Source: an optimization exercise on an open RTL-to-GDS flow (aim: a short achievable clock period, few clock cycles per item and low power). Production flows keep margins and buffers that such runs may drop.
In this exercise RTL edits were held to simulation tests only and were not proved equivalent to the original.

==> flow/design.v, too long to show whole: its modules and the start of the top module <==
// module pck_arith: 248 lines
// module pck_mul_cs: 1864 lines
module pck_arith (
    input  wire        clk,
    input  wire        rst,
    input  wire        cmd_valid_i,
    output wire        cmd_ready_o,
    input  wire [31:0] cmd_i,
    input  wire [31:0] arg0_i,
    input  wire [31:0] arg1_i,
    input  wire [31:0] arg2_i,
    output wire        done_o,
    output wire [31:0] result_o,
    output wire [31:0] result_hi_o,
    output wire [2:0]  flags_o,      
    output wire [3:0]  err_o         
);
  // ...
==> flow/run.sh <==
#!/bin/bash
# synth_recipe.tcl (not shown) runs the flow's synth.tcl, then flattens the netlist and writes it again
# the make line also repeats each setting of config.mk as NAME=value (left out here)
make -C /OpenROAD-flow-scripts/flow DESIGN_CONFIG=/design/flow/config.mk WORK_HOME=/design/flow/orfs CLKGATE_MAP_FILE= SYNTH_SCRIPT=/design/flow/synth_recipe.tcl finish
==> flow/config.mk <==
export PLATFORM = sky130hd
export DESIGN_NAME = pck_arith
export DESIGN_NICKNAME = pck_arith
export VERILOG_FILES = /design/flow/design.v
export SDC_FILE = /design/flow/constraint.sdc
export NUM_CORES = 4
export LEC_CHECK = 0
export CAP_MARGIN = 20
export CORE_MARGIN = 2
export CORE_UTILIZATION = 30
export SLEW_MARGIN = 20
==> flow/constraint.sdc <==
create_clock -name core_clock -period 20.0 [get_ports {clk}]
set_input_delay 4.0000 -clock core_clock [delete_from_list [all_inputs] [get_ports {clk}]]
set_output_delay 4.0000 -clock core_clock [all_outputs]
set_load 0.01 [all_outputs]
==> flow_summary.ini, run 1 <==
[status]
status = no timing/DRC/antenna violations

[cells_and_area]
fill_cells = 21600
syn2layout_area_growth_pct = 10.6
nNetsFinal = 8148
multi_input_area_share = 0.663

[synthesis]
synth_top_area_cell = fa_1
async_flop_share = 0
synth_top_area_share = 0.159
yosys_warnings = 1
synth_flop_cell = dfxtp_1
synth-edff-count = 182

[run]
maxCapViolCount = 0

[floorplanning]
num_rows = 167
die_area_um2 = 211000

[worst_setup_path]
critPathTopFamily = compound AO/OA/AOI/OAI gates
endpoint_kind = register
cp.arrival_ps = 10230
max_stage_delay_ps = 700

[drt]
routedWlPerCell_um = 28.4
dr.pass1.iters = 6
highest_layer = met5
vias = 59200
wl_met3_mm = 35.2
drt-met1-wl_mm = 113

[sta]
clock.fmax_mhz = 103
fin_crit_ps = 9680
hold_violations = 0

[place]
dp_hpwl_mm = 204
placed_cell_area_um2 = 66600

[grt]
overflow = 0
grt_pass1_vias = 57000

[clock_network]
ctsHoldBuffers = 0
cts_resized = 0
Testbench counts, summed over its fixed seeds: cycles 29,777, ops 24,000.
==> module pck_arith, before the edit <==
module pck_arith (
    input  wire        clk,
    input  wire        rst,
    input  wire        cmd_valid_i,
    output wire        cmd_ready_o,
    input  wire [31:0] cmd_i,
    input  wire [31:0] arg0_i,
    input  wire [31:0] arg1_i,
    input  wire [31:0] arg2_i,
    output wire        done_o,
    output wire [31:0] result_o,
    output wire [31:0] result_hi_o,
    output wire [2:0]  flags_o,      
    output wire [3:0]  err_o         
);
    localparam [7:0] OP_NOP   = 8'h00;
    localparam [7:0] OP_MUL   = 8'h34;
    localparam [7:0] OP_MULSC = 8'h35;
    localparam [7:0] OP_SAT   = 8'h36;
    localparam [7:0] OP_CLAMP = 8'h37;
    localparam [7:0] OP_DIVT  = 8'h38;
    localparam [1:0] K_OTHER = 2'd0;
    localparam [1:0] K_MUL   = 2'd1;
    localparam [1:0] K_MULSC = 2'd2;
    localparam [1:0] K_DIV   = 2'd3;
    reg         ready_q;
    reg         vA;
    reg  [7:0]  opA;
    reg  [5:0]  immA;
    reg  [31:0] a0A, a1A, a2A;
    reg  [5:0]  dv_cnt;      
    reg  [31:0] dv_rem;
    reg  [31:0] dv_d;
    reg  [31:0] dv_q;
    reg         dv_sq, dv_sr;
    wire dv_busy  = (dv_cnt != 6'd0);
    wire dv_last  = dv_busy & (dv_cnt[5:2] == 4'd0) & (dv_cnt[1:0] != 2'd0) & ~(dv_cnt[1] & dv_cnt[0]);
    wire can_fire = ~dv_busy | dv_last;
    wire fire     = vA & can_fire;
    wire accept   = cmd_valid_i & ready_q;
    assign cmd_ready_o = ready_q;
    wire is_addsub = (opA[7:2] == 6'b001100);
    wire is_mul    = (opA == OP_MUL);
    wire is_mulsc  = (opA == OP_MULSC);
    wire is_sat    = (opA == OP_SAT);
    wire is_clamp  = (opA == OP_CLAMP);
    wire is_div    = (opA == OP_DIVT);
    wire is_nop    = (opA == OP_NOP);
    wire a1_zero   = (a1A == 32'd0);
    wire a0_zero   = (a0A == 32'd0);
    wire div0      = is_div & a1_zero;
    wire legal     = is_addsub | is_mul | is_mulsc | is_sat | is_clamp | is_div | is_nop;
    wire start_div = fire & is_div & ~a1_zero;
    wire        sub = opA[0];            
    wire [33:0] t_full = {a0A[31], a0A, 1'b1} + ({a1A[31], a1A, sub} ^ {{33{sub}}, 1'b0});
    wire [32:0] t   = t_full[33:1];
    wire        t_ov = t[32] ^ t[31];
    wire [31:0] t_sat = t_ov ? (t[32] ? 32'h8000_0000 : 32'h7FFF_FFFF) : t[31:0];
    wire [31:0] r_as  = opA[1] ? t_sat : t[31:0];
    wire [31:0] hm    = 32'hFFFF_FFFF << immA[4:0];
    wire        fits  = (((a0A ^ {32{a0A[31]}}) & hm) == 32'd0);
    wire [31:0] r_sat = fits ? a0A : (a0A[31] ? hm : ~hm);
    wire        lt01  = t[32];           
    wire        c02   = ($signed(a0A) > $signed(a2A));
    wire        c12   = ($signed(a1A) > $signed(a2A));
    wire        eq20  = (a2A == a0A);
    wire [31:0] r_cl  = lt01 ? (c12 ? a2A : a1A) : (c02 ? a2A : a0A);
    wire        v_cl  = lt01 ? ~(c12 & eq20) : c02;
    wire [31:0] r_o = is_addsub ? r_as : (is_sat ? r_sat : r_cl);
    wire        v_o = is_addsub ? t_ov : (is_sat ? ~fits : v_cl);
    wire [2:0]  f_o = {v_o, r_o[31], r_o == 32'd0};
    wire        p_neg = (a0A[31] ^ a1A[31]) & ~a0_zero & ~a1_zero;
    wire [63:0] bias  = (is_mulsc & p_neg) ? ~(64'hFFFF_FFFF_FFFF_FFFF << immA) : 64'd0;
    wire [63:0] m_s, m_c;
    pck_mul_cs u_mul (.a(a0A), .b(a1A), .x(bias), .s(m_s), .c(m_c));
    function [5:0] clz32(input [31:0] x);
        reg [15:0] y16; reg [7:0] y8; reg [3:0] y4; reg [1:0] y2;
        reg z16, z8, z4, z2, z1;
        begin
            z16 = (x[31:16] == 16'd0); y16 = z16 ? x[15:0] : x[31:16];
            z8  = (y16[15:8] == 8'd0); y8  = z8 ? y16[7:0] : y16[15:8];
            z4  = (y8[7:4] == 4'd0);   y4  = z4 ? y8[3:0] : y8[7:4];
            z2  = (y4[3:2] == 2'd0);   y2  = z2 ? y4[1:0] : y4[3:2];
            z1  = ~y2[1];
            clz32 = (x == 32'd0) ? 6'd32 : {1'b0, z16, z8, z4, z2, z1};
        end
    endfunction
    wire [31:0] m0 = a0A[31] ? (~a0A + 32'd1) : a0A;
    wire [31:0] m1 = a1A[31] ? (~a1A + 32'd1) : a1A;
    wire [5:0]  lz0 = clz32(m0);
    wire [5:0]  lz1 = clz32(m1);
    wire [6:0]  dsh = {1'b0, lz1} - {1'b0, lz0};           
    wire        dsh_neg = dsh[6];
    wire [4:0]  dsh_amt = dsh_neg ? 5'd0 : dsh[4:0];
    wire [5:0]  dv_bits = dsh_neg ? 6'd1 : ({1'b0, dsh[4:0]} + 6'd1);
    wire [31:0] dv_d0   = m1 << dsh_amt;
    wire [32:0] dt1 = {1'b0, dv_rem} - {1'b0, dv_d};
    wire        db1 = ~dt1[32];
    wire [31:0] dr1 = db1 ? dt1[31:0] : dv_rem;
    wire [32:0] dt2 = {1'b0, dr1} - {2'b0, dv_d[31:1]};
    wire        db2 = ~dt2[32];
    wire [31:0] dr2 = db2 ? dt2[31:0] : dr1;
    wire        dv_one = (dv_cnt == 6'd1);
    wire [31:0] dq_nx  = dv_one ? {dv_q[30:0], db1} : {dv_q[29:0], db1, db2};
    wire [31:0] dr_nx  = dv_one ? dr1 : dr2;
    reg         vS;
    reg  [1:0]  kindS;
    reg  [5:0]  kS;
    reg         wrS, whS;
    reg  [1:0]  errS;
    reg  [2:0]  fS;
    reg  [63:0] sS, cS;
    reg         vP;
    reg  [1:0]  kindP;
    reg  [5:0]  kP;
    reg         wrP, whP;
    reg  [1:0]  errP;
    reg  [2:0]  fP;
    reg  [63:0] pP;
    wire [63:0] sum = sS + cS;
    wire        p63 = pP[63];
    wire [63:0] sh5 = kP[5] ? {{32{p63}}, pP[63:32]} : pP;
    wire [63:0] sh4 = kP[4] ? {{16{p63}}, sh5[63:16]} : sh5;
    wire [63:0] sh3 = kP[3] ? {{8{p63}},  sh4[63:8]}  : sh4;
    wire [63:0] sh2 = kP[2] ? {{4{p63}},  sh3[63:4]}  : sh3;
    wire [63:0] sh1 = kP[1] ? {{2{p63}},  sh2[63:2]}  : sh2;
    wire [63:0] sh0 = kP[0] ? {p63,       sh1[63:1]}  : sh1;
    wire [31:0] sc_e    = pP[62:31] ^ {32{p63}};
    wire [31:0] sc_mask = kP[5] ? 32'd0 : (32'hFFFF_FFFF << kP[4:0]);
    wire        sc_ov   = |(sc_e & sc_mask);
    wire [31:0] r_sc    = sc_ov ? {p63, {31{~p63}}} : sh0[31:0];
    wire        sq = fP[0], sr = fP[1];
    wire [31:0] q_mag = pP[31:0];
    wire [31:0] q_s   = sq ? (~q_mag + 32'd1) : q_mag;
    wire        v_dv  = ~sq & q_mag[31];
    wire [31:0] r_dv  = v_dv ? 32'h7FFF_FFFF : q_s;
    wire [31:0] h_dv  = sr ? (~pP[63:32] + 32'd1) : pP[63:32];
    reg  [31:0] res_f, hi_f;
    reg  [2:0]  flg_f;
    always @(*) begin
        hi_f = pP[63:32];
        case (kindP)
            K_MUL: begin
                res_f = pP[31:0];
                flg_f = {1'b0, p63, pP == 64'd0};
            end
            K_MULSC: begin
                res_f = r_sc;
                flg_f = {sc_ov, r_sc[31], r_sc == 32'd0};
            end
            K_DIV: begin
                res_f = r_dv;
                hi_f  = h_dv;
                flg_f = {v_dv, r_dv[31], q_mag == 32'd0};
            end
            default: begin
                res_f = pP[31:0];
                flg_f = fP;
            end
        endcase
    end
    reg  [31:0] result_q, result_hi_q;
    reg  [2:0]  flags_q;
    reg  [1:0]  err_q;
    reg         done_q;
    assign done_o      = done_q;
    assign result_o    = result_q;
    assign result_hi_o = result_hi_q;
    assign flags_o     = flags_q;
    assign err_o       = {2'b00, err_q};
    wire       vA_nx     = accept | (vA & ~fire);
    wire [5:0] dv_cnt_nx = start_div ? dv_bits :
                           (dv_busy ? (dv_one ? 6'd0 : dv_cnt - 6'd2) : 6'd0);
    wire       cf_nx     = (dv_cnt_nx == 6'd0) | (dv_cnt_nx == 6'd1) | (dv_cnt_nx == 6'd2);
    always @(posedge clk) begin
        if (rst) begin
            ready_q <= 1'b1;
            vA      <= 1'b0;
            vS      <= 1'b0;
            vP      <= 1'b0;
            dv_cnt  <= 6'd0;
            done_q  <= 1'b0;
            result_q    <= 32'd0;
            result_hi_q <= 32'd0;
            flags_q     <= 3'd0;
        end else begin
            ready_q <= ~vA_nx | cf_nx;
            vA      <= vA_nx;
            dv_cnt  <= dv_cnt_nx;
            vS      <= fire & ~start_div;
            vP      <= vS | dv_last;
            done_q  <= vP;
            if (vP) begin
                if (wrP) begin
                    result_q <= res_f;
                    flags_q  <= flg_f;
                end
                if (whP)
                    result_hi_q <= hi_f;
            end
        end
    end
    always @(posedge clk) begin
        if (accept) begin
            opA  <= cmd_i[31:24];
            immA <= cmd_i[5:0];
            a0A  <= arg0_i;
            a1A  <= arg1_i;
            a2A  <= arg2_i;
        end
        if (start_div) begin
            dv_rem <= m0;
            dv_d   <= dv_d0;
            dv_q   <= 32'd0;
            dv_sq  <= a0A[31] ^ a1A[31];
            dv_sr  <= a0A[31];
        end else if (dv_busy) begin
            dv_rem <= dr_nx;
            dv_q   <= dq_nx;
            dv_d   <= {2'b00, dv_d[31:2]};
        end
        kindS <= is_mul ? K_MUL : (is_mulsc ? K_MULSC : K_OTHER);
        kS    <= immA;
        wrS   <= ~is_nop & legal & ~div0;
        whS   <= is_mul;
        errS  <= ~legal ? 2'd1 : (div0 ? 2'd3 : 2'd0);
        fS    <= f_o;
        sS    <= {m_s[63:32], (is_mul | is_mulsc) ? m_s[31:0] : r_o};
        cS    <= {m_c[63:32], (is_mul | is_mulsc) ? m_c[31:0] : 32'd0};
        if (dv_last) begin
            kindP <= K_DIV;
            wrP   <= 1'b1;
            whP   <= 1'b1;
            errP  <= 2'd0;
            fP    <= {1'b0, dv_sr, dv_sq};
            pP    <= {dr_nx, dq_nx};
        end else begin
            kindP <= kindS;
            kP    <= kS;
            wrP   <= wrS;
            whP   <= whS;
            errP  <= errS;
            fP    <= fS;
            pP    <= sum;
        end
        err_q <= errP;
    end
endmodule
==> inputs of run 2 (changes only) <==
--- a/flow/design.v
+++ b/flow/design.v
@@ -16,2 +16,6 @@
     localparam [7:0] OP_NOP   = 8'h00;
+    localparam [7:0] OP_ADD   = 8'h30;
+    localparam [7:0] OP_SUB   = 8'h31;
+    localparam [7:0] OP_ADDS  = 8'h32;
+    localparam [7:0] OP_SUBS  = 8'h33;
     localparam [7:0] OP_MUL   = 8'h34;
@@ -30,14 +34,9 @@
     reg  [31:0] a0A, a1A, a2A;
-    reg  [5:0]  dv_cnt;      
-    reg  [31:0] dv_rem;
-    reg  [31:0] dv_d;
-    reg  [31:0] dv_q;
-    reg         dv_sq, dv_sr;
-    wire dv_busy  = (dv_cnt != 6'd0);
-    wire dv_last  = dv_busy & (dv_cnt[5:2] == 4'd0) & (dv_cnt[1:0] != 2'd0) & ~(dv_cnt[1] & dv_cnt[0]);
-    wire can_fire = ~dv_busy | dv_last;
-    wire fire     = vA & can_fire;
     wire accept   = cmd_valid_i & ready_q;
+    wire cmd_args = (cmd_i[31:28] == 4'h3) & (~cmd_i[27] | (cmd_i[26:24] == 3'd0));   
     assign cmd_ready_o = ready_q;
-    wire is_addsub = (opA[7:2] == 6'b001100);
+    wire is_add    = (opA == OP_ADD);
+    wire is_sub    = (opA == OP_SUB);
+    wire is_adds   = (opA == OP_ADDS);
+    wire is_subs   = (opA == OP_SUBS);
     wire is_mul    = (opA == OP_MUL);
@@ -48,8 +47,9 @@
     wire is_nop    = (opA == OP_NOP);
+    wire is_addsub = is_add | is_sub | is_adds | is_subs;
+    wire is_mulx   = is_mul | is_mulsc;
+    wire legal     = is_addsub | is_mulx | is_sat | is_clamp | is_div | is_nop;
     wire a1_zero   = (a1A == 32'd0);
-    wire a0_zero   = (a0A == 32'd0);
     wire div0      = is_div & a1_zero;
-    wire legal     = is_addsub | is_mul | is_mulsc | is_sat | is_clamp | is_div | is_nop;
-    wire start_div = fire & is_div & ~a1_zero;
-    wire        sub = opA[0];            
+    wire divA      = is_div & ~a1_zero;
+    wire        sub = is_sub | is_subs | is_clamp;
     wire [33:0] t_full = {a0A[31], a0A, 1'b1} + ({a1A[31], a1A, sub} ^ {{33{sub}}, 1'b0});
@@ -58,3 +58,3 @@
     wire [31:0] t_sat = t_ov ? (t[32] ? 32'h8000_0000 : 32'h7FFF_FFFF) : t[31:0];
-    wire [31:0] r_as  = opA[1] ? t_sat : t[31:0];
+    wire [31:0] r_as  = (is_adds | is_subs) ? t_sat : t[31:0];
     wire [31:0] hm    = 32'hFFFF_FFFF << immA[4:0];
@@ -71,3 +71,3 @@
     wire [2:0]  f_o = {v_o, r_o[31], r_o == 32'd0};
-    wire        p_neg = (a0A[31] ^ a1A[31]) & ~a0_zero & ~a1_zero;
+    wire        p_neg = a0A[31] ^ a1A[31];
     wire [63:0] bias  = (is_mulsc & p_neg) ? ~(64'hFFFF_FFFF_FFFF_FFFF << immA) : 64'd0;
@@ -76,11 +76,21 @@
     function [5:0] clz32(input [31:0] x);
-        reg [15:0] y16; reg [7:0] y8; reg [3:0] y4; reg [1:0] y2;
-        reg z16, z8, z4, z2, z1;
+        reg [7:0] nz;
+        reg [1:0] c [0:7];
+        integer i;
         begin
-            z16 = (x[31:16] == 16'd0); y16 = z16 ? x[15:0] : x[31:16];
-            z8  = (y16[15:8] == 8'd0); y8  = z8 ? y16[7:0] : y16[15:8];
-            z4  = (y8[7:4] == 4'd0);   y4  = z4 ? y8[3:0] : y8[7:4];
-            z2  = (y4[3:2] == 2'd0);   y2  = z2 ? y4[1:0] : y4[3:2];
-            z1  = ~y2[1];
-            clz32 = (x == 32'd0) ? 6'd32 : {1'b0, z16, z8, z4, z2, z1};
+            for (i = 0; i < 8; i = i + 1) begin
+                nz[i] = |x[4*i +: 4];
+                c[i]  = x[4*i+3] ? 2'd0 : (x[4*i+2] ? 2'd1 : (x[4*i+1] ? 2'd2 : 2'd3));
+            end
+            casez (nz)
+                8'b1???????: clz32 = {3'd0, 1'b0, c[7]};
+                8'b01??????: clz32 = {3'd0, 1'b1, c[6]};
+                8'b001?????: clz32 = {3'd1, 1'b0, c[5]};
+                8'b0001????: clz32 = {3'd1, 1'b1, c[4]};
+                8'b00001???: clz32 = {3'd2, 1'b0, c[3]};
+                8'b000001??: clz32 = {3'd2, 1'b1, c[2]};
+                8'b0000001?: clz32 = {3'd3, 1'b0, c[1]};
+                8'b00000001: clz32 = {3'd3, 1'b1, c[0]};
+                default:     clz32 = 6'd32;
+            endcase
         end
@@ -89,25 +99,34 @@
     wire [31:0] m1 = a1A[31] ? (~a1A + 32'd1) : a1A;
-    wire [5:0]  lz0 = clz32(m0);
-    wire [5:0]  lz1 = clz32(m1);
-    wire [6:0]  dsh = {1'b0, lz1} - {1'b0, lz0};           
-    wire        dsh_neg = dsh[6];
-    wire [4:0]  dsh_amt = dsh_neg ? 5'd0 : dsh[4:0];
-    wire [5:0]  dv_bits = dsh_neg ? 6'd1 : ({1'b0, dsh[4:0]} + 6'd1);
-    wire [31:0] dv_d0   = m1 << dsh_amt;
-    wire [32:0] dt1 = {1'b0, dv_rem} - {1'b0, dv_d};
-    wire        db1 = ~dt1[32];
-    wire [31:0] dr1 = db1 ? dt1[31:0] : dv_rem;
-    wire [32:0] dt2 = {1'b0, dr1} - {2'b0, dv_d[31:1]};
-    wire        db2 = ~dt2[32];
-    wire [31:0] dr2 = db2 ? dt2[31:0] : dr1;
-    wire        dv_one = (dv_cnt == 6'd1);
-    wire [31:0] dq_nx  = dv_one ? {dv_q[30:0], db1} : {dv_q[29:0], db1, db2};
-    wire [31:0] dr_nx  = dv_one ? dr1 : dr2;
+    wire        pow0 = a0A[31] & ~|(~a0A[31:1] & a0A[30:0]);
+    wire [5:0]  lz0  = clz32(a0A ^ {32{a0A[31]}});
+    wire [5:0]  lz1  = clz32(a1A ^ {32{a1A[31]}});
+    wire [6:0]  dv_u   = 7'd31 - {1'b0, lz1} + {1'b0, lz0} - {6'd0, pow0};
+    wire [4:0]  dv_sh  = dv_u[6] ? 5'd0 :
+                         ((dv_u[5] || dv_u[4:0] == 5'd31) ? 5'd30 : {dv_u[4:1], 1'b0});
+    wire [4:0]  dv_it0 = 5'd16 - {1'b0, dv_sh[4:1]};
+    wire [63:0] dv_x1 = dv_sh[1] ? {30'd0, m0, 2'd0}  : {32'd0, m0};
+    wire [63:0] dv_x2 = dv_sh[2] ? {dv_x1[59:0], 4'd0}  : dv_x1;
+    wire [63:0] dv_x3 = dv_sh[3] ? {dv_x2[55:0], 8'd0}  : dv_x2;
+    wire [63:0] dv_x0 = dv_sh[4] ? {dv_x3[47:0], 16'd0} : dv_x3;
     reg         vS;
     reg  [1:0]  kindS;
-    reg  [5:0]  kS;
+    reg  [5:0]  kS;          
     reg         wrS, whS;
     reg  [1:0]  errS;
-    reg  [2:0]  fS;
-    reg  [63:0] sS, cS;
+    reg  [2:0]  fS;          
+    reg  [63:0] sS, cS;      
+    wire [30:0] dR  = sS[62:32];
+    wire [31:0] dQ  = sS[31:0];
+    wire [31:0] dD  = cS[31:0];
+    wire [32:0] dR4 = {dR, dQ[31:30]};
+    wire [34:0] dt1 = {2'b0, dR4} - {3'b0, dD};
+    wire [34:0] dt2 = {2'b0, dR4} - {2'b0, dD, 1'b0};
+    wire [34:0] dt3 = {2'b0, dR4} - {2'b0, dD, 1'b0} - {3'b0, dD};
+    wire [1:0]  dk  = ~dt3[34] ? 2'd3 : (~dt2[34] ? 2'd2 : (~dt1[34] ? 2'd1 : 2'd0));
+    wire [30:0] dRn = ~dt3[34] ? dt3[30:0] : (~dt2[34] ? dt2[30:0] : (~dt1[34] ? dt1[30:0] : dR4[30:0]));
+    wire [31:0] dQn = {dQ[29:0], dk};
+    wire s_div   = vS & (kindS == K_DIV);
+    wire s_iter  = s_div & (kS[5:1] != 5'd0);        
+    wire s_last  = s_div & ~s_iter;
+    wire fire    = vA & ~s_iter;
     reg         vP;
@@ -170,6 +189,6 @@
     assign err_o       = {2'b00, err_q};
-    wire       vA_nx     = accept | (vA & ~fire);
-    wire [5:0] dv_cnt_nx = start_div ? dv_bits :
-                           (dv_busy ? (dv_one ? 6'd0 : dv_cnt - 6'd2) : 6'd0);
-    wire       cf_nx     = (dv_cnt_nx == 6'd0) | (dv_cnt_nx == 6'd1) | (dv_cnt_nx == 6'd2);
+    wire       vA_nx    = accept | (vA & ~fire);
+    wire       s_div_nx = fire ? divA : s_div;
+    wire [4:0] s_it_nx  = fire ? dv_it0 : kS[4:0] - 5'd1;
+    wire       s_iter_nx = s_div_nx & ~(s_it_nx[4:1] == 4'd0) & ~(~fire & s_last);
     always @(posedge clk) begin
@@ -180,3 +199,2 @@
             vP      <= 1'b0;
-            dv_cnt  <= 6'd0;
             done_q  <= 1'b0;
@@ -186,7 +204,6 @@
         end else begin
-            ready_q <= ~vA_nx | cf_nx;
+            ready_q <= ~vA_nx | ~s_iter_nx;
             vA      <= vA_nx;
-            dv_cnt  <= dv_cnt_nx;
-            vS      <= fire & ~start_div;
-            vP      <= vS | dv_last;
+            vS      <= fire | s_iter;
+            vP      <= (vS & ~s_iter);
             done_q  <= vP;
@@ -203,4 +220,5 @@
     always @(posedge clk) begin
-        if (accept) begin
-            opA  <= cmd_i[31:24];
+        if (accept)
+            opA <= cmd_i[31:24];
+        if (accept & cmd_args) begin
             immA <= cmd_i[5:0];
@@ -210,29 +228,24 @@
         end
-        if (start_div) begin
-            dv_rem <= m0;
-            dv_d   <= dv_d0;
-            dv_q   <= 32'd0;
-            dv_sq  <= a0A[31] ^ a1A[31];
-            dv_sr  <= a0A[31];
-        end else if (dv_busy) begin
-            dv_rem <= dr_nx;
-            dv_q   <= dq_nx;
-            dv_d   <= {2'b00, dv_d[31:2]};
-        end
-        kindS <= is_mul ? K_MUL : (is_mulsc ? K_MULSC : K_OTHER);
-        kS    <= immA;
-        wrS   <= ~is_nop & legal & ~div0;
-        whS   <= is_mul;
-        errS  <= ~legal ? 2'd1 : (div0 ? 2'd3 : 2'd0);
-        fS    <= f_o;
-        sS    <= {m_s[63:32], (is_mul | is_mulsc) ? m_s[31:0] : r_o};
-        cS    <= {m_c[63:32], (is_mul | is_mulsc) ? m_c[31:0] : 32'd0};
-        if (dv_last) begin
-            kindP <= K_DIV;
-            wrP   <= 1'b1;
-            whP   <= 1'b1;
-            errP  <= 2'd0;
-            fP    <= {1'b0, dv_sr, dv_sq};
-            pP    <= {dr_nx, dq_nx};
-        end else begin
+        if (fire) begin
+            kindS <= is_mulx ? (is_mul ? K_MUL : K_MULSC) : (divA ? K_DIV : K_OTHER);
+            kS    <= divA ? {1'b0, dv_it0} : immA;
+            wrS   <= ~is_nop & legal & ~div0;
+            whS   <= is_mul | divA;
+            errS  <= ~legal ? 2'd1 : (div0 ? 2'd3 : 2'd0);
+            fS    <= divA ? {1'b0, a0A[31], a0A[31] ^ a1A[31]} : f_o;
+        end else if (s_iter) begin
+            kS    <= kS - 6'd1;
+        end
+        if ((fire & (is_mulx | divA | is_addsub | is_sat | is_clamp)) | s_iter) begin
+            if (s_iter) begin
+                sS <= {1'b0, dRn, dQn};
+            end else if (divA) begin
+                sS <= {dv_x0[63], dv_x0[62:0]};
+                cS <= {32'd0, m1};
+            end else begin
+                sS <= {m_s[63:32], is_mulx ? m_s[31:0] : r_o};
+                cS <= {m_c[63:32], is_mulx ? m_c[31:0] : 32'd0};
+            end
+        end
+        if (vS & ~s_iter) begin
             kindP <= kindS;
@@ -243,5 +256,6 @@
             fP    <= fS;
-            pP    <= sum;
+            pP    <= s_div ? {1'b0, dRn, dQn} : sum;
         end
-        err_q <= errP;
+        if (vP)
+            err_q <= errP;
     end
==> run 2 against run 1 <==
Fmax up 7.8%; worst hold slack better by 100 ps.
==> flow_summary.ini, run 2 <==
[clock_network]
cts-root-buf = clkbuf_16
ctsHoldBuffers = 0
clockBufferDepth = 3
clock_latency_ps = 680
htree_num_levels = 2
cts-buffers-inserted = 47
cts_resized = 0
post_cts_buffers = 0
path_clk_slew_ps = 60
clkSinkCount = 406
cts_tree = done

[sta]
setup_viol = 0
fin_worst_skew_ps = 51.3
rsz0062_at_grt = false
post-route-period-util = 0.449
fin_setup_tns_ps = 0
fin_crit_ps = 8980
max_slew_margin = 0.0776
slew_violations = 0
clock.fmax_mhz = 111
whs_ps = 429
hold_violations = 0
tightestPinTransition_ps = 1370

[worst_setup_path]
rr_startpoint = a0A[31]
critPathKind = register to register
cp_slowest_cell = buf_4
max_stage_delay_ps = 770
path_max_fanout = 72
critPathLaunch = a0A[31]
startpoint_type = register
crit_top_cell = buf_4
regToRegSetupSlack_ps = 11020
required_ps = 20400
endpoint_kind = register
cp.arrival_ps = 9380

[grt]
met1_usage = 0.336
antenna_found_initial = 17
met3_usage = 0.0801
overflow = 0
top_usage_layer = met2
grt_pass1_vias = 59000
grt_pass1_wl_mm = 412
grt_util_all_layers = 0.256
grt_max_degree = 77
grt_use_met2 = 0.377

[place]
dp_hpwl_mm = 213
gp_congestion = 1.04
port_buffers = 183

[status]
status = no timing/DRC/antenna violations

[floorplanning]
die_area_um2 = 215000
num_rows = 168
dieHeight_um = 464
core_um2 = 210000
die_width_um = 464
start_util = 0.302
io_pins = 204

[synthesis]
synth_top_area_share = 0.158
netlist_area_um2 = 63400
netlist_top_cells_count = 748 x xnor2_1, 685 x inv_1, 550 x nand2_1
ys_types = 99
synth-seq-cells = 406
yosys_warnings = 3
synth_cells = 7577
synth.most_common_cell = xnor2_1
synth_top_area_cell = edfxtp_1
synth_flop_cell = edfxtp_1
ys_seq_area_frac = 0.181
synth-edff-count = 334
async_flop_share = 0
synth_area_leaders = edfxtp_1 16%, fa_1 16%, xnor2_1 10%
syn_avg_cell_area_um2 = 8.36

[cells_and_area]
top_regs = cS x64, pP x64, sS x64
fill_cells = 22000
nNetsFinal = 8339
multi_input_area_um2 = 47000
syn2layout_area_growth_pct = 9.69
layout-drive-gt1-share = 0.0598
seqCellArea_um2 = 11500
final_common_cell = xnor2_1
final_cell_mix = 748 x xnor2_1, 685 x inv_1, 549 x nand2_1

[drt]
viasPerCell = 5.98
vias = 61000
routedWlPerCell_um = 28.1
drc_errors = 0
drt_iter0_drc = 8523
ant_nets = 0
dr.pass1.iters = 10
drt-total-wl_mm = 287

[hold_path]
hp-class = register to register
worstHoldStart = errS[1]

[run]
maxCapViolCount = 0
## run 2: cell count changes after synthesis, moves of 60 or more
cell,delta
dfxtp_1,-254
edfxtp_1,+152
o21ai_0,-77
mux2i_1,-76
inv_1,+61
nor3_1,+60
## run 2: logic make-up (layout without fill, tap and decap cells)
group / after synthesis / after routing / synth area share
xor gates and xnor gates: 855 / 855 / 0.118
muxes: 198 / 198 / 0.0383
and+or+nand+nor: 1747 / 1747 / 0.127
AOI/OAI and AO/OA: 2158 / 2158 / 0.228
buffers and inverters: 1362 / 1181 / 0.0812
adders and majority gates: 850 / 850 / 0.226
other: 1 / 9 / 0.0000592
DFF: 406 / 406 / 0.181
## run 2: path summary, 6_finish.rpt
path         cells after the start  endpoint
min                              0   errP[1]
max                             31    sS[50]
min reg2reg                      0   errP[1]
max reg2reg                     31    sS[50]
## run 2: metal layers
| metal | vias up | routed length (um) | part of all wire |
|---|---|---|---|
| met5 | - | 76 | 0.00027 |
| met2 | 3982 | 119000 | 0.41 |
| li1 | 26300 | - | - |
| met4 | 12 | 17800 | 0.062 |
| met1 | 29900 | 115000 | 0.40 |
| met3 | 832 | 35500 | 0.12 |
## run 2: final cells by class
class | instances | area share
Multi-Input combinational cell | 5810 | 0.675
Antenna cell | 7 | 0.000252
Inverter | 707 | 0.0382
Timing Repair Buffer | 386 | 0.0482
Clock inverter | 30 | 0.00459
Clock buffer | 58 | 0.0180
Sequential cell | 406 | 0.165
Tap cell | 2805 | 0.0505
## run 2: through the flow
stage	instances	setup slack, ps	utilization	cell area [um^2]
after floorplan	7578	10080	-	63400
after global placement	10100	11290	0.324	67900
after detailed placement	10100	11310	0.324	67900
after CTS	10200	11290	0.331	69500
after global routing	10200	10360	0.331	69500
final	10200	11020	0.331	69500
## run 2: worst max-delay path, delay by kind of cell (launching register included)
kind,cells,cell delay (ps)
buffers and inverters,9,3030
AO/OA/AOI/OAI,10,2610
adder cells (fa/ha/maj),4,1170
AND/OR/NAND/NOR,6,1060
flip-flops,1,330
multiplexers,1,260
XOR/XNOR,1,150
Testbench counts of run 2, summed over its fixed seeds: cycles 29,797, ops 24,000.
==> inputs of run 3 (changes only) <==
--- a/flow/design.v
+++ b/flow/design.v
@@ -25,13 +25,13 @@
     localparam [7:0] OP_DIVT  = 8'h38;
-    localparam [1:0] K_OTHER = 2'd0;
-    localparam [1:0] K_MUL   = 2'd1;
-    localparam [1:0] K_MULSC = 2'd2;
-    localparam [1:0] K_DIV   = 2'd3;
     reg         ready_q;
     reg         vA;
-    reg  [7:0]  opA;
+    reg         xnopA, xillA;    
+    reg  [7:0]  opA;             
     reg  [5:0]  immA;
     reg  [31:0] a0A, a1A, a2A;
+    reg         mA, dA, lA;      
     wire accept   = cmd_valid_i & ready_q;
     wire cmd_args = (cmd_i[31:28] == 4'h3) & (~cmd_i[27] | (cmd_i[26:24] == 3'd0));   
+    wire cmd_mul  = (cmd_i[31:25] == 7'b0011_010);                                     
+    wire cmd_div  = (cmd_i[31:24] == OP_DIVT);
     assign cmd_ready_o = ready_q;
@@ -46,11 +46,17 @@
     wire is_div    = (opA == OP_DIVT);
-    wire is_nop    = (opA == OP_NOP);
     wire is_addsub = is_add | is_sub | is_adds | is_subs;
     wire is_mulx   = is_mul | is_mulsc;
-    wire legal     = is_addsub | is_mulx | is_sat | is_clamp | is_div | is_nop;
+    wire is_alu    = is_addsub | is_sat | is_clamp;
+    wire argsA     = ~xnopA & ~xillA;
     wire a1_zero   = (a1A == 32'd0);
     wire div0      = is_div & a1_zero;
-    wire divA      = is_div & ~a1_zero;
+    wire divA      = argsA & is_div & ~a1_zero;
+    wire [31:0] la0 = a0A & {32{lA}};
+    wire [31:0] la1 = a1A & {32{lA}};
+    wire [31:0] la2 = a2A & {32{lA}};
+    wire [31:0] mb  = a1A & {32{mA}};           
+    wire [31:0] da0 = a0A & {32{dA}};
+    wire [31:0] da1 = a1A & {32{dA}};
     wire        sub = is_sub | is_subs | is_clamp;
-    wire [33:0] t_full = {a0A[31], a0A, 1'b1} + ({a1A[31], a1A, sub} ^ {{33{sub}}, 1'b0});
+    wire [33:0] t_full = {la0[31], la0, 1'b1} + ({la1[31], la1, sub} ^ {{33{sub}}, 1'b0});
     wire [32:0] t   = t_full[33:1];
@@ -60,9 +66,9 @@
     wire [31:0] hm    = 32'hFFFF_FFFF << immA[4:0];
-    wire        fits  = (((a0A ^ {32{a0A[31]}}) & hm) == 32'd0);
-    wire [31:0] r_sat = fits ? a0A : (a0A[31] ? hm : ~hm);
+    wire        fits  = (((la0 ^ {32{la0[31]}}) & hm) == 32'd0);
+    wire [31:0] r_sat = fits ? la0 : (la0[31] ? hm : ~hm);
     wire        lt01  = t[32];           
-    wire        c02   = ($signed(a0A) > $signed(a2A));
-    wire        c12   = ($signed(a1A) > $signed(a2A));
-    wire        eq20  = (a2A == a0A);
-    wire [31:0] r_cl  = lt01 ? (c12 ? a2A : a1A) : (c02 ? a2A : a0A);
+    wire        c02   = ($signed(la0) > $signed(la2));
+    wire        c12   = ($signed(la1) > $signed(la2));
+    wire        eq20  = (la2 == la0);
+    wire [31:0] r_cl  = lt01 ? (c12 ? la2 : la1) : (c02 ? la2 : la0);
     wire        v_cl  = lt01 ? ~(c12 & eq20) : c02;
@@ -74,3 +80,3 @@
     wire [63:0] m_s, m_c;
-    pck_mul_cs u_mul (.a(a0A), .b(a1A), .x(bias), .s(m_s), .c(m_c));
+    pck_mul_cs u_mul (.a(a0A), .b(mb), .x(bias), .s(m_s), .c(m_c));
     function [5:0] clz32(input [31:0] x);
@@ -97,17 +103,40 @@
     endfunction
-    wire [31:0] m0 = a0A[31] ? (~a0A + 32'd1) : a0A;
-    wire [31:0] m1 = a1A[31] ? (~a1A + 32'd1) : a1A;
-    wire        pow0 = a0A[31] & ~|(~a0A[31:1] & a0A[30:0]);
-    wire [5:0]  lz0  = clz32(a0A ^ {32{a0A[31]}});
-    wire [5:0]  lz1  = clz32(a1A ^ {32{a1A[31]}});
-    wire [6:0]  dv_u   = 7'd31 - {1'b0, lz1} + {1'b0, lz0} - {6'd0, pow0};
-    wire [4:0]  dv_sh  = dv_u[6] ? 5'd0 :
-                         ((dv_u[5] || dv_u[4:0] == 5'd31) ? 5'd30 : {dv_u[4:1], 1'b0});
-    wire [4:0]  dv_it0 = 5'd16 - {1'b0, dv_sh[4:1]};
-    wire [63:0] dv_x1 = dv_sh[1] ? {30'd0, m0, 2'd0}  : {32'd0, m0};
-    wire [63:0] dv_x2 = dv_sh[2] ? {dv_x1[59:0], 4'd0}  : dv_x1;
-    wire [63:0] dv_x3 = dv_sh[3] ? {dv_x2[55:0], 8'd0}  : dv_x2;
-    wire [63:0] dv_x0 = dv_sh[4] ? {dv_x3[47:0], 16'd0} : dv_x3;
+    wire [31:0] m0 = da0[31] ? (~da0 + 32'd1) : da0;
+    wire [31:0] m1 = da1[31] ? (~da1 + 32'd1) : da1;
+    wire        pow0 = da0[31] & ~|(~da0[31:1] & da0[30:0]);
+    wire [5:0]  lz0  = clz32(da0 ^ {32{da0[31]}});
+    wire [5:0]  lz1  = clz32(da1 ^ {32{da1[31]}});
+    wire [6:0]  dv_n   = {1'b0, lz1} - {1'b0, lz0} + {6'd0, pow0} + 7'd1;
+    reg  [3:0]  dv_it0;
+    always @(*) begin
+        if (dv_n[6] || dv_n[5:0] <= 6'd3) dv_it0 = 4'd1;
+        else if (dv_n[5:0] <= 6'd6)       dv_it0 = 4'd2;
+        else if (dv_n[5:0] <= 6'd9)       dv_it0 = 4'd3;
+        else if (dv_n[5:0] <= 6'd12)      dv_it0 = 4'd4;
+        else if (dv_n[5:0] <= 6'd15)      dv_it0 = 4'd5;
+        else if (dv_n[5:0] <= 6'd18)      dv_it0 = 4'd6;
+        else if (dv_n[5:0] <= 6'd21)      dv_it0 = 4'd7;
+        else if (dv_n[5:0] <= 6'd24)      dv_it0 = 4'd8;
+        else if (dv_n[5:0] <= 6'd27)      dv_it0 = 4'd9;
+        else if (dv_n[5:0] <= 6'd30)      dv_it0 = 4'd10;
+        else                              dv_it0 = 4'd11;
+    end
+    reg  [63:0] dv_x0;
+    always @(*) begin
+        case (dv_it0)
+            4'd1:    dv_x0 = {32'd0, m0} << 30;
+            4'd2:    dv_x0 = {32'd0, m0} << 27;
+            4'd3:    dv_x0 = {32'd0, m0} << 24;
+            4'd4:    dv_x0 = {32'd0, m0} << 21;
+            4'd5:    dv_x0 = {32'd0, m0} << 18;
+            4'd6:    dv_x0 = {32'd0, m0} << 15;
+            4'd7:    dv_x0 = {32'd0, m0} << 12;
+            4'd8:    dv_x0 = {32'd0, m0} << 9;
+            4'd9:    dv_x0 = {32'd0, m0} << 6;
+            4'd10:   dv_x0 = {32'd0, m0} << 3;
+            default: dv_x0 = {32'd0, m0};
+        endcase
+    end
     reg         vS;
-    reg  [1:0]  kindS;
+    reg         mulS, mulscS, divS;    
     reg  [5:0]  kS;          
@@ -117,14 +146,66 @@
     reg  [63:0] sS, cS;      
-    wire [30:0] dR  = sS[62:32];
-    wire [31:0] dQ  = sS[31:0];
-    wire [31:0] dD  = cS[31:0];
-    wire [32:0] dR4 = {dR, dQ[31:30]};
-    wire [34:0] dt1 = {2'b0, dR4} - {3'b0, dD};
-    wire [34:0] dt2 = {2'b0, dR4} - {2'b0, dD, 1'b0};
-    wire [34:0] dt3 = {2'b0, dR4} - {2'b0, dD, 1'b0} - {3'b0, dD};
-    wire [1:0]  dk  = ~dt3[34] ? 2'd3 : (~dt2[34] ? 2'd2 : (~dt1[34] ? 2'd1 : 2'd0));
-    wire [30:0] dRn = ~dt3[34] ? dt3[30:0] : (~dt2[34] ? dt2[30:0] : (~dt1[34] ? dt1[30:0] : dR4[30:0]));
-    wire [31:0] dQn = {dQ[29:0], dk};
-    wire s_div   = vS & (kindS == K_DIV);
-    wire s_iter  = s_div & (kS[5:1] != 5'd0);        
+    wire [30:0] dR  = sS[63:33] & {31{divS}};
+    wire [32:0] dQ  = sS[32:0]  & {33{divS}};
+    wire [31:0] dD  = cS[31:0]  & {32{divS}};
+    wire [34:0] r8  = {1'b0, dR, dQ[32:30]};
+    wire [34:0] d1  = {3'd0, dD};
+    wire [34:0] d2  = {2'd0, dD, 1'b0};
+    wire [34:0] d4  = {1'd0, dD, 2'd0};
+    wire [34:0] d8  = {dD, 3'd0};
+    function [34:0] sub2(input [34:0] r, input [34:0] x, input [34:0] y);
+        reg [34:0] nx, ny, cs_s, cs_c;
+        reg [35:0] t;
+        begin
+            nx   = ~x;
+            ny   = ~y;
+            cs_s = r ^ nx ^ ny;
+            cs_c = (r & nx) | (r & ny) | (nx & ny);
+            t    = {cs_s, 1'b1} + {cs_c[33:0], 1'b1, 1'b1};
+            sub2 = t[35:1];
+        end
+    endfunction
+    function [34:0] subadd(input [34:0] r, input [34:0] x, input [34:0] y);
+        reg [34:0] nx, cs_s, cs_c;
+        reg [35:0] t;
+        begin
+            nx     = ~x;
+            cs_s   = r ^ nx ^ y;
+            cs_c   = (r & nx) | (r & y) | (nx & y);
+            t      = {cs_s, 1'b1} + {cs_c[33:0], 1'b0, 1'b1};
+            subadd = t[35:1];
+        end
+    endfunction
+    function [34:0] sub1(input [34:0] r, input [34:0] x);
+        sub1 = r - x;
+    endfunction
+    wire [35*8-1:0] dt;
+    assign dt[34:0]    = r8;
+    assign dt[69:35]   = sub1(r8, d1);
+    assign dt[104:70]  = sub1(r8, d2);
+    assign dt[139:105] = sub2(r8, d2, d1);
+    assign dt[174:140] = sub1(r8, d4);
+    assign dt[209:175] = sub2(r8, d4, d1);
+    assign dt[244:210] = sub2(r8, d4, d2);
+    assign dt[279:245] = subadd(r8, d8, d1);
+    wire [8:0]  dge;
+    assign dge[0] = 1'b1;
+    assign dge[8] = 1'b0;
+    genvar gk;
+    generate
+        for (gk = 1; gk < 8; gk = gk + 1) begin : g_ge
+            assign dge[gk] = ~dt[35*gk+34];
+        end
+    endgenerate
+    wire [7:0]  dsel = dge[7:0] & ~dge[8:1];
+    wire [2:0]  dk   = {|dsel[7:4], |{dsel[7:6], dsel[3:2]}, |{dsel[7], dsel[5], dsel[3], dsel[1]}};
+    reg  [30:0] dRn;
+    integer ik;
+    always @(*) begin
+        dRn = 31'd0;
+        for (ik = 0; ik < 8; ik = ik + 1)
+            dRn = dRn | (dt[35*ik +: 31] & {31{dsel[ik]}});
+    end
+    wire [32:0] dQn = {dQ[29:0], dk};
+    wire s_div   = vS & divS;
+    wire s_iter  = s_div & (kS[3:1] != 3'd0);        
     wire s_last  = s_div & ~s_iter;
@@ -132,3 +213,3 @@
     reg         vP;
-    reg  [1:0]  kindP;
+    reg         mulP, mulscP, divP;
     reg  [5:0]  kP;
@@ -138,5 +219,7 @@
     reg  [63:0] pP;
-    wire [63:0] sum = sS + cS;
-    wire        p63 = pP[63];
-    wire [63:0] sh5 = kP[5] ? {{32{p63}}, pP[63:32]} : pP;
+    wire        mulxS = mulS | mulscS;
+    wire [63:0] sum = (sS & {64{mulxS}}) + (cS & {64{mulxS}});
+    wire [63:0] pm  = pP & {64{mulscP}};
+    wire        p63 = pm[63];
+    wire [63:0] sh5 = kP[5] ? {{32{p63}}, pm[63:32]} : pm;
     wire [63:0] sh4 = kP[4] ? {{16{p63}}, sh5[63:16]} : sh5;
@@ -146,3 +229,3 @@
     wire [63:0] sh0 = kP[0] ? {p63,       sh1[63:1]}  : sh1;
-    wire [31:0] sc_e    = pP[62:31] ^ {32{p63}};
+    wire [31:0] sc_e    = pm[62:31] ^ {32{p63}};
     wire [31:0] sc_mask = kP[5] ? 32'd0 : (32'hFFFF_FFFF << kP[4:0]);
@@ -150,4 +233,5 @@
     wire [31:0] r_sc    = sc_ov ? {p63, {31{~p63}}} : sh0[31:0];
+    wire [63:0] pd    = pP & {64{divP}};
     wire        sq = fP[0], sr = fP[1];
-    wire [31:0] q_mag = pP[31:0];
+    wire [31:0] q_mag = pd[31:0];
     wire [31:0] q_s   = sq ? (~q_mag + 32'd1) : q_mag;
@@ -155,3 +239,3 @@
     wire [31:0] r_dv  = v_dv ? 32'h7FFF_FFFF : q_s;
-    wire [31:0] h_dv  = sr ? (~pP[63:32] + 32'd1) : pP[63:32];
+    wire [31:0] h_dv  = sr ? (~pd[63:32] + 32'd1) : pd[63:32];
     reg  [31:0] res_f, hi_f;
@@ -159,22 +243,19 @@
     always @(*) begin
-        hi_f = pP[63:32];
-        case (kindP)
-            K_MUL: begin
-                res_f = pP[31:0];
-                flg_f = {1'b0, p63, pP == 64'd0};
-            end
-            K_MULSC: begin
-                res_f = r_sc;
-                flg_f = {sc_ov, r_sc[31], r_sc == 32'd0};
-            end
-            K_DIV: begin
-                res_f = r_dv;
-                hi_f  = h_dv;
-                flg_f = {v_dv, r_dv[31], q_mag == 32'd0};
-            end
-            default: begin
-                res_f = pP[31:0];
-                flg_f = fP;
-            end
-        endcase
+        if (mulscP) begin
+            res_f = r_sc;
+            hi_f  = pP[63:32];
+            flg_f = {sc_ov, r_sc[31], r_sc == 32'd0};
+        end else if (divP) begin
+            res_f = r_dv;
+            hi_f  = h_dv;
+            flg_f = {v_dv, r_dv[31], q_mag == 32'd0};
+        end else if (mulP) begin
+            res_f = pP[31:0];
+            hi_f  = pP[63:32];
+            flg_f = {1'b0, pP[63], pP == 64'd0};
+        end else begin
+            res_f = pP[31:0];
+            hi_f  = pP[63:32];
+            flg_f = fP;
+        end
     end
@@ -189,6 +270,6 @@
     assign err_o       = {2'b00, err_q};
-    wire       vA_nx    = accept | (vA & ~fire);
-    wire       s_div_nx = fire ? divA : s_div;
-    wire [4:0] s_it_nx  = fire ? dv_it0 : kS[4:0] - 5'd1;
-    wire       s_iter_nx = s_div_nx & ~(s_it_nx[4:1] == 4'd0) & ~(~fire & s_last);
+    wire       vA_nx     = accept | (vA & ~fire);
+    wire       s_div_nx  = fire ? divA : s_iter;
+    wire [3:0] s_it_nx   = fire ? dv_it0 : kS[3:0] - 4'd1;
+    wire       s_iter_nx = s_div_nx & (s_it_nx[3:1] != 3'd0);
     always @(posedge clk) begin
@@ -207,3 +288,3 @@
             vS      <= fire | s_iter;
-            vP      <= (vS & ~s_iter);
+            vP      <= vS & ~s_iter;
             done_q  <= vP;
@@ -220,5 +301,11 @@
     always @(posedge clk) begin
-        if (accept)
-            opA <= cmd_i[31:24];
+        if (accept) begin
+            xnopA <= (cmd_i[31:24] == OP_NOP);
+            xillA <= ~cmd_args & (cmd_i[31:24] != OP_NOP);
+        end
+        mA <= (accept & cmd_mul) | (mA & vA & ~fire);
+        dA <= (accept & cmd_div) | (dA & vA & ~fire);
+        lA <= (accept & cmd_args & ~cmd_mul & ~cmd_div) | (lA & vA & ~fire);
         if (accept & cmd_args) begin
+            opA  <= cmd_i[31:24];
             immA <= cmd_i[5:0];
@@ -228,32 +315,30 @@
         end
+        mulS   <= fire & argsA & is_mul;
+        mulscS <= fire & argsA & is_mulsc;
+        divS   <= fire ? divA : s_iter;
+        kS     <= fire ? (divA ? {2'b0, dv_it0} : immA) : ((kS - 6'd1) & {6{s_iter}});
         if (fire) begin
-            kindS <= is_mulx ? (is_mul ? K_MUL : K_MULSC) : (divA ? K_DIV : K_OTHER);
-            kS    <= divA ? {1'b0, dv_it0} : immA;
-            wrS   <= ~is_nop & legal & ~div0;
-            whS   <= is_mul | divA;
-            errS  <= ~legal ? 2'd1 : (div0 ? 2'd3 : 2'd0);
+            wrS   <= argsA & ~div0;
+            whS   <= argsA & (is_mul | divA);
+            errS  <= xillA ? 2'd1 : ((argsA & div0) ? 2'd3 : 2'd0);
             fS    <= divA ? {1'b0, a0A[31], a0A[31] ^ a1A[31]} : f_o;
-        end else if (s_iter) begin
-            kS    <= kS - 6'd1;
         end
-        if ((fire & (is_mulx | divA | is_addsub | is_sat | is_clamp)) | s_iter) begin
-            if (s_iter) begin
-                sS <= {1'b0, dRn, dQn};
-            end else if (divA) begin
-                sS <= {dv_x0[63], dv_x0[62:0]};
-                cS <= {32'd0, m1};
-            end else begin
-                sS <= {m_s[63:32], is_mulx ? m_s[31:0] : r_o};
-                cS <= {m_c[63:32], is_mulx ? m_c[31:0] : 32'd0};
-            end
-        end
-        if (vS & ~s_iter) begin
-            kindP <= kindS;
-            kP    <= kS;
-            wrP   <= wrS;
-            whP   <= whS;
-            errP  <= errS;
-            fP    <= fS;
-            pP    <= s_div ? {1'b0, dRn, dQn} : sum;
+        if (s_iter) begin
+            sS <= {dRn, dQn};
+        end else if (divA) begin
+            sS <= dv_x0;
+            cS <= {32'd0, m1};
+        end else begin
+            sS <= {m_s[63:32], is_mulx ? m_s[31:0] : r_o};
+            cS <= {m_c[63:32], is_mulx ? m_c[31:0] : 32'd0};
         end
+        mulP   <= mulS;
+        mulscP <= mulscS;
+        divP   <= s_last;
+        kP     <= kS;
+        wrP    <= wrS;
+        whP    <= whS;
+        errP   <= errS;
+        fP     <= fS;
+        pP     <= s_div ? {1'b0, dRn, dQn[31:0]} : (mulxS ? sum : sS);
         if (vP)
==> flow/flow/run.sh (new file) <==
#!/bin/bash
# The standard layout, with the timing repair steps aiming at a 6 ns period
# (a larger setup margin) instead of only the 20 ns clock. The clock, the
# constraints and every other step are the standard flow's.
set -euo pipefail
bash standard.sh SETUP_SLACK_MARGIN=14 finish > standard_flow.log 2>&1
==> flow/standard.sh (new file) <==
#!/bin/bash
# synth_recipe.tcl (not shown) runs the flow's synth.tcl, then flattens the netlist and writes it again
# the make line also repeats each setting of config.mk as NAME=value (left out here)
make -C /OpenROAD-flow-scripts/flow DESIGN_CONFIG=/design/flow/config.mk WORK_HOME=/design/flow/orfs CLKGATE_MAP_FILE= SYNTH_SCRIPT=/design/flow/synth_recipe.tcl "${@:-finish}"
removed: flow/run.sh
==> run 3 against run 2 <==
Critical path type unchanged; critical path depth down 4; via count rose by 28%; area after synthesis grew 18%; worst hold slack worse by 82 ps; first-iteration DRC count is 22% higher; fmax increased by 40%; global-route usage is 2.5 points higher; sequential cell count rose by 7.
==> flow_summary.ini, run 3 <==
[worst_setup_path]
endpoint_kind = register
cp.arrival_ps = 7070
cp_num_buf_inv = 7
critPathTopFamily = compound AO/OA/AOI/OAI gates
startpoint_type = register
crit_cells = 27
max_stage_delay_ps = 650
critPathLaunch = a1A[19]
required_ps = 20660
rr_worst_depth = 27
cp_slowest_cell = a2111oi_4
critPathKind = register to register
path_max_fanout = 5
rr_startpoint = a1A[19]

[synthesis]
synth.most_common_cell = inv_1
synth_top_area_share = 0.166
async_flop_share = 0
ys_seq_area_frac = 0.135
yosys_warnings = 3
synth-seq-cells = 413
synth_cells = 9435
synth-edff-count = 185
synth_flop_cell = dfxtp_1
syn_avg_cell_area_um2 = 7.96
synth_top_area_cell = fa_1
ys_types = 101
synth_area_leaders = fa_1 17%, ha_1 7.8%, xnor2_1 7.4%
netlist_area_um2 = 75100
netlist_top_cells_count = 785 x inv_1, 753 x nand2_1, 652 x clkbuf_1

[clock_network]
htree_num_levels = 2
clockBufferDepth = 3
clkSinkCount = 413
cts-buffers-inserted = 56
clock_latency_ps = 780
cts-root-buf = clkbuf_16
path_clk_slew_ps = 60
cts_tree = done

[sta]
slew_violations = 0
rsz0062_at_grt = true
fin_setup_tns_ps = 0
setup_viol = 0
clock.fmax_mhz = 156
fin_worst_skew_ps = 84.8
hold_violations = 0
max_slew_margin = 0.114
fin_crit_ps = 6410
post-route-period-util = 0.321
tightestPinTransition_ps = 1310

[place]
dp_hpwl_mm = 268
placed_cell_area_um2 = 80300
gp_congestion = 1.02
port_buffers = 183

[cells_and_area]
top_regs = cS x64, pP x64, sS x64
seqCellArea_um2 = 10100
fill_cells = 25700
final_area_um2 = 88000
fin_util = 0.354
final_cell_mix = 761 x inv_1, 699 x nand2_1, 631 x xnor2_1
nNetsFinal = 10600
layout-drive-gt1-share = 0.121
syn2layout_area_growth_pct = 17.3
final_common_cell = inv_1
multi_input_area_um2 = 61700

[drt]
ant_nets = 0
vias = 77900
viasPerCell = 6.08
drc_errors = 0
drt-total-wl_mm = 378
drt_iter0_drc = 10400
routedWlPerCell_um = 29.5
dr.pass1.iters = 10

[status]
status = no timing/DRC/antenna violations

[floorplanning]
core_um2 = 249000
die_area_um2 = 254000
dieHeight_um = 504
num_rows = 183
start_util = 0.302
io_pins = 204
die_width_um = 504

[grt]
grt_pass1_wl_mm = 533
grt_max_degree = 87
overflow = 0
grt_util_all_layers = 0.281
antenna_found_initial = 35
grt_pass1_vias = 74600

[hold_path]
hp-class = register to register
worstHoldStart = errS[0]
min_delay_path_depth = 0

[run]
maxCapViolCount = 0
run 3: changes by cell type after synthesis, sizes merged, moves of 95 or more:
cell	before	now
xor2	107	326
and2	22	240
nand2	550	753
a21oi	430	619
dfxtp	72	228
edfxtp	334	185
clkbuf	514	654
fa	495	621
ha	355	469
xnor2	748	637
o21ai	381	477
nor2	511	606
run 3: layout make-up:
class | instances | area share
clock inverters | 38 | 0.00559
diodes | 12 | 0.000341
clock buffers | 66 | 0.0167
multi-input cells | 7461 | 0.701
well taps | 3330 | 0.0473
flip-flops and latches | 413 | 0.115
repair buffers | 691 | 0.0795
inverters | 793 | 0.0342
run 3: what timing repair did:
| action | 4_1_cts | 5_1_grt |
|---|---|---|
| gates cloned | 20 | 12 |
| hold buffers | 0 | 0 |
| hold endpoints to repair | 0 | 0 |
| resized for setup | 301 | 314 |
| setup buffers | 177 | 100 |
| setup endpoints to repair | 212 | 110 |
| pin swaps | 56 | 116 |
run 3: metrics by stage:
stage | hold slack [ps] | instances | worst slack [ps]
after detailed placement | 334 | 12400 | 12030
final | 347 | 12800 | 13590
after floorplan | 323 | 9436 | 13290
after CTS | 349 | 12700 | 13860
after global routing | 364 | 12800 | 13580
after global placement | 329 | 12400 | 12000
run 3: per-layer routing:
metal,part of all wire,GRT usage,wire length [um],vias to the layer above
met2,0.42,0.417,157000,5227
met3,0.13,0.103,49200,1384
met5,0.0012,0.00357,464,-
met1,0.38,0.353,145000,38000
li1,-,-,-,33300
met4,0.067,0.151,25500,30
run 3: final timing paths:
path                            slack, ps      end
worst min-delay path                  350  errP[0]
worst max register to register      13590   sS[35]
worst min register to register        350  errP[0]
worst max-delay path                13590   sS[35]
run 3: logic make-up (layout without fill, tap and decap cells):
family	count (synthesis)	count (layout)	synth area share
XOR/XNOR	963	963	0.112
flip-flops	413	413	0.135
buffers and inverters	1575	1588	0.0792
AND/OR/NAND/NOR	2484	2496	0.159
AO/OA/AOI/OAI	2784	2785	0.249
adder cells (fa/ha/maj)	1091	1091	0.244
other	1	14	0.0000500
multiplexers	124	124	0.0221
Testbench counts of run 3, summed over its fixed seeds: cycles 27,701, ops 24,000.

-- port drivers added, routing unchanged --
The results above use ideal ports. As a check the final layouts listed here were re-extracted and re-timed, cells and wires unchanged.
Step 1 assumes that a clkbuf_16 drives the clock port and a buf_2 every other input.
Step 2 times the ports against the registers' clock, not the clock port: input delays grow and output delays shrink by t, the midpoint of the rising clock arrivals with the driver on.
Three values: ideal ports, drivers, drivers and shift; two values: the first two.
| run | t (ns) | setup slack, ns | worst setup path after step 2 | clock arrival spread, ns |
|---|---|---|---|---|
| run 1 | 0.800 | 10.319 / 10.319 / 10.319 | register to register | 0.024 / 0.025 |
| run 2 | 0.739 | 11.019 / 11.019 / 11.019 | register to register | 0.051 / 0.052 |
| run 3 | 0.826 | 13.588 / 13.588 / 13.410 | input to register | 0.087 / 0.087 |
After both steps every run listed still meets setup and hold. For run 3, which loses most, drivers alone change the setup slack by 0.000 ns; drivers and shift together by -0.178 ns.
